Context: an optimization exercise on an open-source flow, tuned for small area, a short achievable clock period and few clock cycles. The choices shown serve that exercise and are no tape-out recipe. The RTL was checked by simulation tests, not by an equivalence proof against the original design.

===== design/flow/flow/run.sh =====
#!/bin/bash
# Standard ORFS layout (the standard.sh, standard synthesis unchanged)
# with these changes to how the layout is made:
#  - core utilisation 40 (the default), above the design's 30
#  - port buffers of the smallest buffer cell
set -euo pipefail
bash standard.sh \
    CORE_UTILIZATION=40 \
    SETUP_SLACK_MARGIN=12 \
    TNS_END_PERCENT=10 \
    SLEW_MARGIN=35 \
    CAP_MARGIN=35 \
    "BUFFER_PORTS_ARGS=-buffer_cell sky130_fd_sc_hd__buf_1" \
    finish > make.log 2>&1

===== design/flow/standard.sh =====
#!/bin/bash
# synth_recipe.tcl (not shown) runs the flow's synth.tcl, then flattens the netlist and writes it again
# the make line also repeats each setting of config.mk as NAME=value (left out here)
make -C /OpenROAD-flow-scripts/flow DESIGN_CONFIG=/design/flow/config.mk WORK_HOME=/design/flow/orfs CLKGATE_MAP_FILE= SYNTH_SCRIPT=/design/flow/synth_recipe.tcl "${@:-finish}"

===== design/flow/config.mk =====
export PLATFORM = sky130hd
export DESIGN_NAME = flowtex_core
export DESIGN_NICKNAME = flowtex_core
export VERILOG_FILES = /design/flow/design.v
export SDC_FILE = /design/flow/constraint.sdc
export NUM_CORES = 4
export LEC_CHECK = 0
export ABC_AREA = 1
export CAP_MARGIN = 20
export CORE_MARGIN = 2
export CORE_UTILIZATION = 40
export SLEW_MARGIN = 20

===== design/flow/constraint.sdc =====
create_clock -name core_clock -period 25.0 [get_ports {clk}]
set_input_delay 5.0000 -clock core_clock [delete_from_list [all_inputs] [get_ports {clk}]]
set_output_delay 5.0000 -clock core_clock [all_outputs]
set_load 0.01 [all_outputs]

===== design/flow/design.v =====
module flowtex_core (
    input  wire         clk,
    input  wire         rst,
    input  wire         cmd_valid,
    input  wire [7:0]   cmd,
    output wire         cmd_ready,
    input  wire [255:0] frame_in,
    input  wire [23:0]  raw_flow_in,
    input  wire [23:0]  raw_range_in,
    input  wire [31:0]  alpha_in,
    input  wire [7:0]   order_in,
    input  wire [31:0]  value_in,
    output reg          rsp_valid,
    output reg  [1:0]   rsp_status,
    output wire [31:0]  rsp_value,
    output reg          df_valid,
    output reg  [23:0]  df_flow,
    output reg  [15:0]  df_temp,
    output reg  [23:0]  df_range,
    output reg  [79:0]  df_serial,
    output reg  [31:0]  df_fwver,
    output reg  [31:0]  df_fwcs,
    output reg  [31:0]  cfg_alpha,
    output wire [7:0]   cfg_order
);
    localparam integer  MAX_ORDER     = 8;
    localparam [31:0]   DEFAULT_ALPHA = 32'h3F000000;    
    localparam [31:0]   DEFAULT_OM    = 32'h3F000000;    
    localparam [3:0]    DEFAULT_ORDER = 4'd1;
    localparam [31:0]   ONE           = 32'h3F800000;
    localparam [1:0] ST_OK = 2'd0, ST_CHECKSUM = 2'd1, ST_CFG_IGNORED = 2'd2,
                     ST_ILLEGAL = 2'd3;
    localparam [7:0] OP_DECODE = 8'h01, OP_CONVERT = 8'h02, OP_CONFIGURE = 8'h03,
                     OP_RESET = 8'h04, OP_PROCESS = 8'h05, OP_GETVALUE = 8'h06;
    localparam [1:0] R_ZERO = 2'd0, R_CACHED = 2'd1, R_CONV = 2'd2;
    reg        st_cv;                       
    reg        st_pa;                       
    reg        st_pb;                       
    reg        st_pc;                       
    wire       idle = !(st_cv || st_pa || st_pb || st_pc);
    reg        init;                        
    reg [31:0] cached;
    reg [31:0] stage [0:MAX_ORDER-1];
    reg [MAX_ORDER-1:0] zs;                 
    reg [3:0]  order;
    reg [31:0] om;                          
    reg        omc;                         
    reg [31:0] m1, m2;
    reg [2:0]  idx;                         
    reg [31:0] ob;                          
    reg        c0;                          
    reg        lastf;                       
    reg        cv_neg;
    reg [1:0]  rsel;
    assign cmd_ready = idle;
    assign cfg_order = {4'd0, order};
    wire accept = cmd_valid && idle;
    reg [7:0] csa [0:91];
    integer   k;
    always @(*) begin
        for (k = 0; k < 32; k = k + 1)
            csa[k] = frame_in[8*k +: 8];
        for (k = 0; k < 30; k = k + 1) begin
            csa[32 + 2*k] = csa[3*k] ^ csa[3*k+1] ^ csa[3*k+2];
            csa[33 + 2*k] = ((csa[3*k] & csa[3*k+1]) | (csa[3*k] & csa[3*k+2]) |
                             (csa[3*k+1] & csa[3*k+2])) << 1;
        end
    end
    wire [7:0] cs_s = csa[90], cs_c = csa[91];
    wire       sum_zero = ((cs_s ^ cs_c) == {cs_s[6:0] | cs_c[6:0], 1'b0});
    wire        raw_neg = raw_flow_in[23];
    wire [22:0] raw_neg23 = 23'd0 - raw_flow_in[22:0];
    wire [22:0] mag = raw_neg ? raw_neg23 : raw_flow_in[22:0];
    wire        cv_zero = (raw_flow_in[22:0] == 23'd0) || (raw_range_in == 24'd0);
    wire [31:0] div_q;
    ftx_cdiv u_cdiv (.p(m2), .q(div_q));
    wire alpha_ok = !alpha_in[31] && (alpha_in[30:0] != 31'd0) &&
                    (alpha_in[30:0] < ONE[30:0]);
    wire order_ok = (order_in >= 8'd1) && (order_in <= MAX_ORDER);
    wire cfg_ok   = alpha_ok && order_ok;
    wire        selm2   = st_cv || (st_pb && c0);
    wire [31:0] mul_a   = st_pb ? om : st_cv ? m1 : cfg_alpha;
    wire [31:0] mul_b   = selm2 ? m2 : ob;
    wire [31:0] mul_y, add_y;
    ftx_fmul u_fmul (.a(mul_a), .b(mul_b), .imode(st_cv), .y(mul_y));
    ftx_fadd u_fadd (.a(m1), .b(m2), .y(add_y));
    assign rsp_value = (rsel == R_CACHED) ? cached :
                       (rsel == R_CONV)   ? {cv_neg, div_q[30:0]} : 32'd0;
    wire acc_cv  = accept && cmd == OP_CONVERT;
    wire acc_cf  = accept && cmd == OP_CONFIGURE;
    wire acc_pr  = accept && cmd == OP_PROCESS;
    always @(posedge clk) begin
        if (acc_cv) begin
            m1     <= {9'd0, mag};
            m2     <= {8'd0, raw_range_in};
            cv_neg <= raw_neg;
        end else if (acc_cf) begin
            m1 <= ONE;
            m2 <= {~alpha_in[31], alpha_in[30:0]};
        end else begin
            if (acc_pr || st_pa || st_pc)
                m1 <= mul_y;
            if (acc_pr)
                m2 <= value_in;
            else if (st_pb || st_cv)
                m2 <= mul_y;
        end
        if (acc_pr) begin
            idx   <= 3'd0;
            c0    <= 1'b1;
            lastf <= (order == 4'd1);
        end else if (st_pc) begin
            idx   <= idx + 3'd1;
            c0    <= 1'b0;
            lastf <= ({1'b0, idx} + 4'd2 == order);
        end
        if (st_pb)
            ob <= stage_n;                  
        else if (st_pc && !lastf)
            ob <= add_y;                    
        else if (wr0)
            ob <= wdata;
        else
            ob <= stage_0;
    end
    reg [MAX_ORDER-1:0] wmask;
    integer w;
    always @(*)
        for (w = 0; w < MAX_ORDER; w = w + 1)
            wmask[w] = (w < order);
    wire        wr_in = accept && (cmd == OP_RESET || (cmd == OP_PROCESS && !init));
    wire [31:0] wdata = st_pc ? add_y : value_in;
    wire        wr0   = wr_in || (st_pc && idx == 3'd0);     
    wire [2:0]  nidx  = idx + 3'd1;
    wire [31:0] stage_0 = zs[0] ? 32'd0 : stage[0];
    wire [31:0] stage_n = zs[nidx] ? 32'd0 : stage[nidx];
    always @(posedge clk)
        for (w = 0; w < MAX_ORDER; w = w + 1)
            if ((wr_in && wmask[w]) || (st_pc && idx == w))
                stage[w] <= wdata;
    always @(posedge clk) begin
        if (rst) begin
            st_cv      <= 1'b0;
            st_pa      <= 1'b0;
            st_pb      <= 1'b0;
            st_pc      <= 1'b0;
            rsp_valid  <= 1'b0;
            df_valid   <= 1'b0;
            df_flow    <= 24'd0;
            df_temp    <= 16'd0;
            df_range   <= 24'd0;
            df_serial  <= 80'd0;
            df_fwver   <= 32'd0;
            df_fwcs    <= 32'd0;
            cfg_alpha  <= DEFAULT_ALPHA;
            order      <= DEFAULT_ORDER;
            om         <= DEFAULT_OM;
            omc        <= 1'b0;
            init       <= 1'b0;
            cached     <= 32'd0;
            zs         <= {MAX_ORDER{1'b1}};
        end else begin
            rsp_valid <= 1'b0;
            omc       <= 1'b0;
            if (omc)
                om <= add_y;
            if (accept) begin
                rsp_status <= ST_OK;
                rsel       <= R_ZERO;
                case (cmd)
                    OP_DECODE: begin
                        rsp_valid <= 1'b1;
                        if (!sum_zero) begin
                            rsp_status <= ST_CHECKSUM;
                        end else begin
                            df_flow   <= frame_in[23:0];
                            df_temp   <= frame_in[47:32];
                            df_range  <= frame_in[79:56];
                            df_serial <= frame_in[167:88];
                            df_fwver  <= frame_in[207:176];
                            df_fwcs   <= frame_in[247:216];
                            df_valid  <= 1'b1;
                        end
                    end
                    OP_CONVERT: begin
                        if (cv_zero)
                            rsp_valid <= 1'b1;           
                        else
                            st_cv <= 1'b1;
                    end
                    OP_CONFIGURE: begin
                        rsp_valid <= 1'b1;
                        if (cfg_ok) begin
                            cfg_alpha <= alpha_in;
                            order     <= order_in[3:0];
                            omc       <= 1'b1;
                        end else begin
                            rsp_status <= ST_CFG_IGNORED;
                        end
                    end
                    OP_RESET: begin
                        rsp_valid <= 1'b1;
                        zs        <= zs & ~wmask;
                    end
                    OP_PROCESS: begin
                        if (!init)
                            zs <= zs & ~wmask;
                        init  <= 1'b1;
                        st_pa <= !init;
                        st_pb <= init;
                    end
                    OP_GETVALUE: begin
                        rsp_valid <= 1'b1;
                        rsel      <= R_CACHED;
                    end
                    default: begin
                        rsp_valid  <= 1'b1;
                        rsp_status <= ST_ILLEGAL;
                    end
                endcase
            end
            if (st_cv) begin
                st_cv     <= 1'b0;
                rsp_valid <= 1'b1;
                rsel      <= R_CONV;
            end
            if (st_pa) begin
                st_pa <= 1'b0;
                st_pb <= 1'b1;
            end
            if (st_pb) begin
                st_pb <= 1'b0;
                st_pc <= 1'b1;
            end
            if (st_pc) begin
                zs[idx] <= 1'b0;
                st_pc   <= 1'b0;
                if (lastf) begin
                    cached    <= add_y;
                    rsp_valid <= 1'b1;
                    rsel      <= R_CACHED;
                end else begin
                    st_pb <= 1'b1;
                end
            end
        end
    end
endmodule
module ftx_fmul (
    input  wire [31:0] a,
    input  wire [31:0] b,
    input  wire        imode,     
    output wire [31:0] y
);
    localparam [31:0] QNAN = 32'h7FC00000;
    wire [7:0] ea = a[30:23], eb = b[30:23];
    wire a_max  = (ea == 8'hFF), b_max = (eb == 8'hFF);
    wire a_fz   = (a[22:0] == 0), b_fz = (b[22:0] == 0);
    wire a_nan  = a_max && !a_fz;
    wire b_nan  = b_max && !b_fz;
    wire a_inf  = a_max && a_fz;
    wire b_inf  = b_max && b_fz;
    wire a_zero = (ea == 8'h00) && a_fz;
    wire b_zero = (eb == 8'h00) && b_fz;
    wire sign   = a[31] ^ b[31];
    wire an = (ea != 0), bn = (eb != 0);
    wire [23:0] ma = imode ? a[23:0] : {an, a[22:0]};
    wire [23:0] mb = imode ? b[23:0] : {bn, b[22:0]};
    wire signed [9:0] e0 = imode ? 10'sd174 :
        $signed({2'b0, an ? ea : 8'd1}) + $signed({2'b0, bn ? eb : 8'd1}) - 10'sd126;
    wire [31:0] yr;
    assign y = imode ? yr :
               (a_nan || b_nan || (a_inf && b_zero) || (a_zero && b_inf)) ? QNAN :
               (a_inf || b_inf) ? {sign, 8'hFF, 23'd0} :
               (a_zero || b_zero) ? {sign, 31'd0} : yr;
    function [4:0] lzc24;
        input [23:0] v;
        integer j;
        begin
            lzc24 = 5'd24;
            for (j = 0; j < 24; j = j + 1)
                if (v[j]) lzc24 = 5'd23 - j[4:0];
        end
    endfunction
    wire [47:0] prod = ma * mb;
    wire [5:0]  lin  = {1'b0, lzc24(ma)} + {1'b0, lzc24(mb)};
    wire signed [10:0] em1 = {e0[9], e0} - 11'sd1;            
    wire               big = (em1 >= $signed({5'd0, lin}));
    wire               more = (em1 > $signed({5'd0, lin}));
    wire [5:0]         l1  = big ? lin : em1[5:0];
    wire               neg = e0[9] || (e0 == 10'd0);
    wire [9:0]         rsh = 10'd1 - e0;
    wire [5:0]         rs  = (rsh > 10'd26) ? 6'd26 : rsh[5:0];
    wire [6:0]         u0  = neg ? 7'd47 + {1'b0, rs} : 7'd47 - {1'b0, l1};
    wire [152:0]       ext = {80'd0, prod, 25'd0};
    wire [88:0]        f6  = u0[6] ? ext[64 +: 89] : ext[0 +: 89];
    wire [56:0]        f5  = u0[5] ? f6[32 +: 57] : f6[0 +: 57];
    wire [40:0]        f4  = u0[4] ? f5[16 +: 41] : f5[0 +: 41];
    wire [32:0]        f3  = u0[3] ? f4[8 +: 33]  : f4[0 +: 33];
    wire [28:0]        f2  = u0[2] ? f3[4 +: 29]  : f3[0 +: 29];
    wire [26:0]        f1  = u0[1] ? f2[2 +: 27]  : f2[0 +: 27];
    wire [25:0]        win = u0[0] ? f1[1 +: 26]  : f1[0 +: 26];
    reg  [47:0]        below;
    integer            j2;
    always @(*)
        for (j2 = 0; j2 < 48; j2 = j2 + 1)
            below[j2] = ({1'b0, j2[6:0]} + 8'd25 < {1'b0, u0});
    wire               st_lo = |(prod & below);
    wire         one    = big && more && !neg && !win[25];
    wire [23:0]  m      = one ? win[24:1] : win[25:2];
    wire         guard  = one ? win[0] : win[1];
    wire         sticky = st_lo | (!one && win[0]);
    wire [9:0]   eb1    = e0 - 10'd1 - {4'd0, l1};
    wire [9:0]   eb2    = e0 - 10'd2 - {4'd0, l1};
    wire [9:0]   ebx    = neg ? 10'd0 : one ? eb2 : eb1;
    ftx_fp_round u_round (
        .sign(sign & !imode), .eb(ebx), .m(m), .guard(guard),
        .sticky(sticky), .result(yr)
    );
endmodule
module ftx_fadd (
    input  wire [31:0] a,
    input  wire [31:0] b,
    output reg  [31:0] y
);
    localparam [31:0] QNAN = 32'h7FC00000;
    wire a_max = (a[30:23] == 8'hFF), b_max = (b[30:23] == 8'hFF);
    wire a_nan = a_max && (a[22:0] != 0);
    wire b_nan = b_max && (b[22:0] != 0);
    wire a_inf = a_max && (a[22:0] == 0);
    wire b_inf = b_max && (b[22:0] == 0);
    wire        an = (a[30:23] != 0), bn = (b[30:23] != 0);
    wire [7:0]  ea = an ? a[30:23] : 8'd1;           
    wire [7:0]  eb = bn ? b[30:23] : 8'd1;
    wire [8:0]  r0  = {1'b0, a[30:23]} - {1'b0, b[30:23]};
    wire [8:0]  rp1 = {1'b0, a[30:23]} - {1'b0, b[30:23]} + 9'd1;
    wire [8:0]  rm1 = {1'b0, a[30:23]} - {1'b0, b[30:23]} - 9'd1;
    wire [8:0]  dab = (!an && bn) ? rp1 : (an && !bn) ? rm1 : r0;
    wire [8:0]  q0  = {1'b0, b[30:23]} - {1'b0, a[30:23]};
    wire [8:0]  qp1 = {1'b0, b[30:23]} - {1'b0, a[30:23]} + 9'd1;
    wire [8:0]  qm1 = {1'b0, b[30:23]} - {1'b0, a[30:23]} - 9'd1;
    wire [8:0]  dba = (!bn && an) ? qp1 : (bn && !an) ? qm1 : q0;
    wire        swap = dab[8];                       
    wire [31:0] x = swap ? b : a;
    wire [31:0] z = swap ? a : b;
    wire [7:0]  ex_eff = swap ? eb : ea;
    wire [7:0]  d = swap ? dba[7:0] : dab[7:0];
    wire [23:0] mx = {swap ? bn : an, x[22:0]};
    wire [23:0] mz = {swap ? an : bn, z[22:0]};
    wire        subtract = a[31] ^ b[31];
    wire [4:0]  ds = (d > 8'd27) ? 5'd27 : d[4:0];
    wire [25:0] mz_sh = {mz, 2'b00} >> ds;
    reg  [23:0] zbelow;                     
    integer     j2;
    always @(*)
        for (j2 = 0; j2 < 24; j2 = j2 + 1)
            zbelow[j2] = (j2 + 2 < ds);
    wire [26:0] mz_ext  = {mz_sh, |(mz & zbelow)};
    wire [26:0] mx_ext  = {mx, 3'b000};
    wire [27:0] fsum = subtract ? ({1'b0, mx_ext} - {1'b0, mz_ext})
                                : ({1'b0, mx_ext} + {1'b0, mz_ext});
    reg  [23:0] fm;
    reg         fg, fs;
    reg  [8:0]  feb;
    always @(*) begin
        if (fsum[27]) begin
            fm = fsum[27:4]; fg = fsum[3]; fs = |fsum[2:0];
            feb = {1'b0, ex_eff};
        end else if (fsum[26] || ex_eff == 8'd1) begin
            fm = fsum[26:3]; fg = fsum[2]; fs = |fsum[1:0];
            feb = {1'b0, ex_eff} - 9'd1;
        end else begin
            fm = fsum[25:2]; fg = fsum[1]; fs = fsum[0];
            feb = {1'b0, ex_eff} - 9'd2;
        end
    end
    wire [24:0] cz   = d[0] ? {1'b0, mz} : {mz, 1'b0};
    wire [25:0] cd1  = {1'b0, mx, 1'b0} - {1'b0, cz};
    wire [24:0] cd2  = {mz, 1'b0} - {mx, 1'b0};      
    wire        cneg = cd1[25];
    wire [24:0] cdif = cneg ? cd2 : cd1[24:0];
    reg  [4:0]  clz;
    integer     i;
    always @(*) begin
        clz = 5'd25;
        for (i = 0; i <= 24; i = i + 1)
            if (cdif[i]) clz = 5'd24 - i[4:0];
    end
    wire [8:0]  exm1 = {1'b0, ex_eff} - 9'd1;
    wire        clim = ({4'd0, clz} > exm1);
    wire [4:0]  cl   = clim ? exm1[4:0] : clz;
    wire [24:0] cs   = cdif << cl;
    wire [8:0]  ceb  = exm1 - {4'd0, cl};
    wire        close = subtract && (d[7:1] == 7'd0);
    wire        zero  = close ? (cdif == 25'd0) : (fsum == 28'd0);
    wire        sgn   = (close && cneg) ? z[31] : x[31];
    wire [31:0] rounded;
    ftx_fp_round u_round (
        .sign(sgn),
        .eb({1'b0, close ? ceb : feb}),
        .m(close ? cs[24:1] : fm),
        .guard(close ? cs[0] : fg),
        .sticky(close ? 1'b0 : fs),
        .result(rounded)
    );
    always @(*) begin
        if (a_nan || b_nan || (a_inf && b_inf && (a[31] != b[31])))
            y = QNAN;
        else if (a_inf)
            y = a;
        else if (b_inf)
            y = b;
        else if (zero)
            y = {a[31] & b[31], 31'd0};
        else
            y = rounded;
    end
endmodule
module ftx_fp_round (
    input  wire        sign,
    input  wire [9:0]  eb,
    input  wire [23:0] m,
    input  wire        guard,
    input  wire        sticky,
    output wire [31:0] result
);
    wire        up = guard & (sticky | m[0]);
    wire [9:0]  eh = eb + {9'd0, m[23]};
    wire [32:0] r  = {eh, m[22:0]} + {32'd0, up};
    assign result = (r[32:23] >= 10'd255) ? {sign, 8'hFF, 23'd0} : {sign, r[30:0]};
endmodule
module ftx_cdiv (
    input  wire [31:0] p,
    output wire [31:0] q
);
    wire [22:0] l    = p[22:0];
    wire [7:0]  ep   = p[30:23];
    wire        c22  = &l[21:0];                 
    wire        g    = l[22] ^ c22;              
    wire        hi1  = (l == 23'h7FFFFE);
    wire        hi2  = (l == 23'h7FFFFF);
    wire [22:0] frac = l + {21'd0, g, !g};       
    assign q = (hi1 || hi2) ? {1'b0, ep - 8'd22, 22'd0, hi2}
                            : {1'b0, ep - 8'd23, frac};
endmodule

==> results of run 1 <==
==> through the flow <==
step | util | cells
6_report | 0.452 | 13400
3_5_place_dp | 0.426 | 13100
2_1_floorplan | - | 10300
3_3_place_gp | 0.426 | 13100
5_1_grt | 0.452 | 13400
4_1_cts | 0.442 | 13300
==> state kept, by name (all words and copies together), names as in the netlist, 2 cells and up <==
name / flops
m2: 32
cached: 32
df_range: 24
df_serial: 80
df_fwver: 32
rsel: 2
m1: 32
rsp_status: 2
df_temp: 16
order: 4
om: 32
df_flow: 24
zs: 8
idx: 3
df_fwcs: 32
stage: 256
ob: 32
cfg_alpha: 32
==> cells by family after synthesis <==
logic type	synth area share
compound gates	0.146
xor+xnor	0.0334
fa+ha+maj	0.241
buf+inv	0.118
flops	0.223
mux	0.000928
other cells	0.0000496
simple gates	0.238
==> layer usage <==
metal | track usage | vias up
met5 | 0 | -
met4 | 0.289 | 48
met3 | 0.0793 | 998
met2 | 0.595 | 3946
met1 | 0.450 | 37200
li1 | - | 34100
==> cells in the mapped netlist (38+ instances only) <==
cell type,count,area (µm²)
nand2_1,2049,7690
clkbuf_1,290,1090
nor4_1,53,332
o22ai_1,42,263
nand3_1,547,2740
ha_1,376,4700
xnor2_1,90,788
a221oi_1,38,333
o21ai_1,170,851
edfxtp_1,309,9280
o21ai_2,39,342
dfxtp_1,377,7550
xor2_1,187,1640
fa_1,674,13500
a21oi_1,504,2520
o211ai_1,110,826
o21a_1,39,293
o21ai_0,737,3690
nand4_1,108,676
buf_6,38,428
nand2_2,64,400
buf_4,44,330
inv_2,73,274
inv_1,1608,6040
a31oi_1,38,238
nor3_1,100,500
nor2_1,1026,3850
==> cell usage in the layout (no fill, tap or decap), types with 27 or more instances in the layout <==
cell / instances
nand4_1: 108
dfxtp_1: 370
o211ai_1: 110
buf_4: 196
or2_2: 27
a221oi_1: 37
nand2_1: 2036
nand3_1: 541
fa_1: 674
o22ai_1: 39
a21oi_1: 485
inv_2: 70
xor2_1: 179
ha_1: 370
edfxtp_1: 309
inv_1: 1586
o21ai_2: 78
clkbuf_16: 77
nor4_1: 48
nor2_1: 1014
o21ai_1: 179
a31oi_1: 35
xnor2_1: 85
o21ai_0: 676
nor3_1: 91
nand2_2: 69
diode_2: 49
nor2_2: 46
nand3_2: 29
buf_1: 667
==> what timing repair did <==
action	in CTS	in global routing
resized for setup	91	262
hold endpoints to repair	0	0
cloned	12	14
setup endpoints to repair	404	478
buffers inserted	11	69
pin swaps	6	30
==> worst max path at each step <==
stage | endpoint | slack [ns] | depth (start not counted)
6_report | df_temp[11] | 12.33 | 26
5_1_grt | m2[7] | 11.82 | 61
4_1_cts | stage[1][19] | 11.95 | 82
3_5_place_dp | ob[2] | 9.95 | 75
3_3_place_gp | ob[2] | 10.21 | 82
2_1_floorplan | m2[13] | 13.36 | 65
==> critical path: stages <==
cell     delay, ns
buf_1         0.15
fa_1          0.56
inv_1         0.05
fa_1          0.64
inv_1         0.10
fa_1          0.51
inv_1         0.05
fa_1          0.43
fa_1          0.48
inv_1         0.06
fa_1          0.50
inv_1         0.05
fa_1          0.46
fa_1          0.48
ha_1          0.22
xor2_1        0.18
xor2_1        0.25
xor2_1        0.21
xor2_1        0.24
nand4_1       0.28
nor4_2        0.21
buf_4         0.39
buf_6         0.58
buf_4         0.71
o21ai_0       0.18
nor2_1        0.14
==> layout make-up <==
type,instances,share of cell area
clock buffers,90,0.0231
well taps,2495,0.0368
flip-flops and latches,686,0.198
multi-input cells,7420,0.604
repair inverters,7,0.000619
diodes,49,0.00144
inverters,1710,0.0780
repair buffers,884,0.0514
clock inverters,43,0.00584
==> results.cfg, run 1 <==
[routing]
detailroute.via_count = 76300
viasPerCell = 5.70
wl_per_cell_um = 28.0
dr.pass1.iters = 8
wl_met3_um = 32800
wirelength_um = 375000
wl_met1_um = 139000
highest_layer = met5
wl_met2_um = 169000
drt_drc_violations_left = 0
drt-initial-drc-count = 8382
postRouteAntennaNets = 0

[grt]
grt_max_degree = 105
grt_antenna_before_repair = 78
grt_pass1_wl_um = 527000
gr-total-overflow = 0
grt_usage = 0.377
first_global_vias = 74200

[worst_setup_path]
reg2reg_depth = 58
end_kind = register
crit_start = frame_in[5]
r2r_slack_ns = 12.38
worst_ep_arrival_time_ns = 13.27
worstSetupPathType = input pin to register
reg2reg_from = st_pb
startpoint_type = input pin
r2r_end = m1[3]
worstPathMaxFanout = 81
required_ns = 25.60

[worst_hold_path]
min_to = st_pa
whs_path_depth = 1
hp-start = init
hp-class = register to register

[cts]
cts_tree = yes
h-tree-depth = 3
clk_path_buf_depth = 3
ctsHoldBuffers = 0
cts_root_buf = clkbuf_16
path_clk_slew_ns = 0.07
worstSkewPairLatency_ns = 0.69
cts_sinks = 686
cts_buffers = 73

[yosys]
synthCells = 10200
syn_area_um2 = 75500
async_flop_share = 0
yosysWarnings = 5
syn_area_per_cell_um2 = 7.37
ys_types = 89
synth_seq_cells = 686
yosysSeqAreaShare = 0.223
synth_edf_count = 309
synthFlopType = dfxtp_1

[sta]
min_period_over_period = 0.507
whs_ns = 0.455
rsz0062_at_grt = yes
slew_headroom = 0.247
tightestPinTransition_ns = 1.12
post-route-min-period_ns = 12.67
worst_slack_ns = 12.33
fmax_mhz = 78.9
setup_viol = 0
finClkSkew_ns = 0.0479
hold_violations = 0
slew_violations = 0
fin_setup_tns_ns = 0

[finish]
seqCellArea_um2 = 16800
multi_input_area_um2 = 51300
num-fill-cells = 19600
drive_above_1_share = 0.0876
syn_to_final_growth_pct = 12.4
nets = 12200
postLayoutCellArea_um2 = 84900

[place]
placed_cell_area_um2 = 80000
pre_cts_ws_ns = 9.95
place_congestion = 1.07
port_buffers = 667
dp_hpwl_um = 297000

[floorplanning]
die-area_um2 = 192000
io-pin-count = 672
rows = 159
dieWidth_um = 439
coreArea_um2 = 188000
initial_core_util = 0.402
die_h_um = 439

[outcome]
status = timing/DRC/antenna clean

[run]
maxCapViolations = 0
Testbench counts, summed over its fixed seeds: cycles 26,048.
==> run 2: changes to the inputs <==
--- a/design/flow/flow/run.sh
+++ b/design/flow/flow/run.sh
@@ -6,7 +6,7 @@
 set -euo pipefail
 bash standard.sh \
     CORE_UTILIZATION=40 \
-    SETUP_SLACK_MARGIN=12 \
+    SETUP_SLACK_MARGIN=14 \
     TNS_END_PERCENT=10 \
     SLEW_MARGIN=35 \
     CAP_MARGIN=35 \
==> results.cfg, run 2 <==
[routing]
drt-initial-drc-count = 8941
viasPerCell = 5.76
wl_per_cell_um = 28.3
dr.pass1.iters = 9
wirelength_um = 392000
postRouteAntennaNets = 0
drt_drc_violations_left = 0
detailroute.via_count = 79700

[yosys]
ys_types = 89
synth_most_common_cell = nand2_1
synth_edf_count = 309
syn_area_um2 = 75500
syn_area_per_cell_um2 = 7.37
yosysSeqAreaShare = 0.223
synth_area_leaders = fa_1, edfxtp_1, nand2_1
synthTopCellsByCount = nand2_1, inv_1, nor2_1
yosysWarnings = 5
async_flop_share = 0
yosysTopAreaCell = fa_1
synth_seq_cells = 686
synth_top_area_share = 0.179
synthFlopType = dfxtp_1
synthCells = 10200

[cts]
clk_path_buf_depth = 3
cts_tree = yes
ctsHoldBuffers = 0
worstSkewPairLatency_ns = 0.71
cts_root_buf = clkbuf_16
h-tree-depth = 3
cts_sinks = 686
path_clk_slew_ns = 0.07
cts_buffers = 73

[grt]
grt_antenna_before_repair = 68
grt_usage = 0.388
grt_max_degree = 133
gr-total-overflow = 0
first_global_vias = 76300
grt_pass1_wl_um = 542000

[finish]
top_regs = stage (256), df_serial (80)
top_register = stage
num-fill-cells = 18700
seqCellArea_um2 = 16900
syn_to_final_growth_pct = 23.9
layout_commonest_cell = nand2_1
drive_above_1_share = 0.178
largest_reg_flops = 256
mostFrequentLayoutCells = nand2_1, inv_1, nor2_1
multi_input_area_um2 = 54900
nets = 12700

[place]
place_congestion = 1.09
port_buffers = 667
dp_hpwl_um = 293000
pre_cts_ws_ns = 9.65

[floorplanning]
io-pin-count = 672
coreArea_um2 = 188000
die_h_um = 439
rows = 159
dieWidth_um = 439
die-area_um2 = 192000
initial_core_util = 0.402

[worst_setup_path]
crit_top_cell = fa_1
worstSetupPathType = register to register
required_ns = 25.47
worstPathMaxFanout = 15
slowest_stage = edfxtp_1
startpoint_type = register
worst_ep_arrival_time_ns = 11.99
end_kind = register
critPathMaxStageDelay_ns = 0.68

[sta]
slew_violations = 0
rsz0062_at_grt = yes
slew_headroom = 0.288
hold_violations = 0
worst_slack_ns = 13.48
fmax_mhz = 86.8
fin_setup_tns_ns = 0
post-route-min-period_ns = 11.52
whs_ns = 0.472
min_period_over_period = 0.461
finClkSkew_ns = 0.0639
tightestPinTransition_ns = 1.06
setup_viol = 0

[outcome]
status = timing/DRC/antenna clean

[worst_hold_path]
hp-class = register to register

[run]
maxCapViolations = 0
run 2: cell type report:
cell class,instances,area share
Antenna cell,37,0.000989
Clock buffer,110,0.0237
Clock inverter,23,0.00309
Inverter,1710,0.0731
Multi-Input combinational cell,7430,0.586
Sequential cell,686,0.180
Tap cell,2495,0.0334
Timing Repair Buffer,1322,0.0978
Timing Repair inverter,15,0.00167
run 2: worst max-delay path, delay by kind of cell (launching register included):
kind	cells	cell delay [ns]
AO/OA/AOI/OAI	14	2.21
XOR/XNOR	1	0.22
adder cells (fa/ha/maj)	9	3.96
buffers and inverters	14	1.75
flip-flops	1	0.68
AND/OR/NAND/NOR	19	2.35
run 2: worst paths after layout:
check / startpoint / to / slack (ns) / depth (start not counted)
worst min-delay path: zs[4] / zs[4] / 0.47 / 2
worst max-delay path: m1[22] / m2[20] / 13.48 / 57
worst min register to register: zs[4] / zs[4] / 0.47 / 2
worst max register to register: m1[22] / m2[20] / 13.48 / 57
run 2: timing repair:
item / in CTS / in global routing
endpoints found under the hold margin: 0 / 0
setup endpoints to repair: 624 / 627
buffers inserted: 260 / 245
gates resized for setup: 723 / 688
pin swaps: 155 / 372
cloned: 48 / 22
run 2: per-stage QoR:
stage                      util  std cells  area (µm²)
final                     0.498      13800       93600
after global routing      0.498      13800       93600
after CTS                 0.470      13500       88300
after detailed placement  0.425      13100       79900
after global placement    0.425      13100       79900
after floorplan               -      10300       75800
run 2: cells by family (layout without fill, tap and decap cells):
group / count (synthesis) / in the layout / share of synthesized area
xor gates and xnor gates: 283 / 283 / 0.0334
muxes: 7 / 7 / 0.000928
and+or+nand+nor: 4145 / 4170 / 0.238
buffers and inverters: 2161 / 3180 / 0.118
adders and majority gates: 1050 / 1050 / 0.241
DFF: 686 / 686 / 0.223
other: 1 / 41 / 0.0000496
AOI/OAI and AO/OA: 1916 / 1916 / 0.146
run 2: routing by layer:
| metal | routed length, µm | up-vias | part of all wire | GRT usage |
|---|---|---|---|---|
| met4 | 40300 | 46 | 0.10 | 0.321 |
| met3 | 40100 | 1314 | 0.10 | 0.0932 |
| met2 | 173000 | 4681 | 0.44 | 0.606 |
| met5 | 355 | - | 0.00091 | 0 |
| met1 | 138000 | 38500 | 0.35 | 0.453 |
| li1 | - | 35100 | - | - |

==> afterwards: timing with drivers on the ports <==
No port has a modelled driver above. Below, the same layouts with a new extraction and two added sets of constraints.
Step 1, drivers: a clkbuf_16 drives clk and a buf_2 each remaining input, both assumed.
Step 2 times the ports against the registers' clock, not the clock port: input delays grow and output delays shrink by t, the midpoint of the rising clock arrivals with the driver on.
Slacks: ideal ports / drivers / drivers and shift; pairs: ideal ports / drivers.
run	t, ns	slack for setup (ns)	worst register clock-pin slew, ns
run 1	0.745	12.330 / 12.370 / 11.625	0.07 / 0.07
run 2	0.755	13.482 / 13.482 / 12.929	0.07 / 0.07
After both steps every run listed still meets setup and hold. For run 1, which loses most, drivers alone change the setup slack by +0.040 ns; drivers and shift together by -0.705 ns.
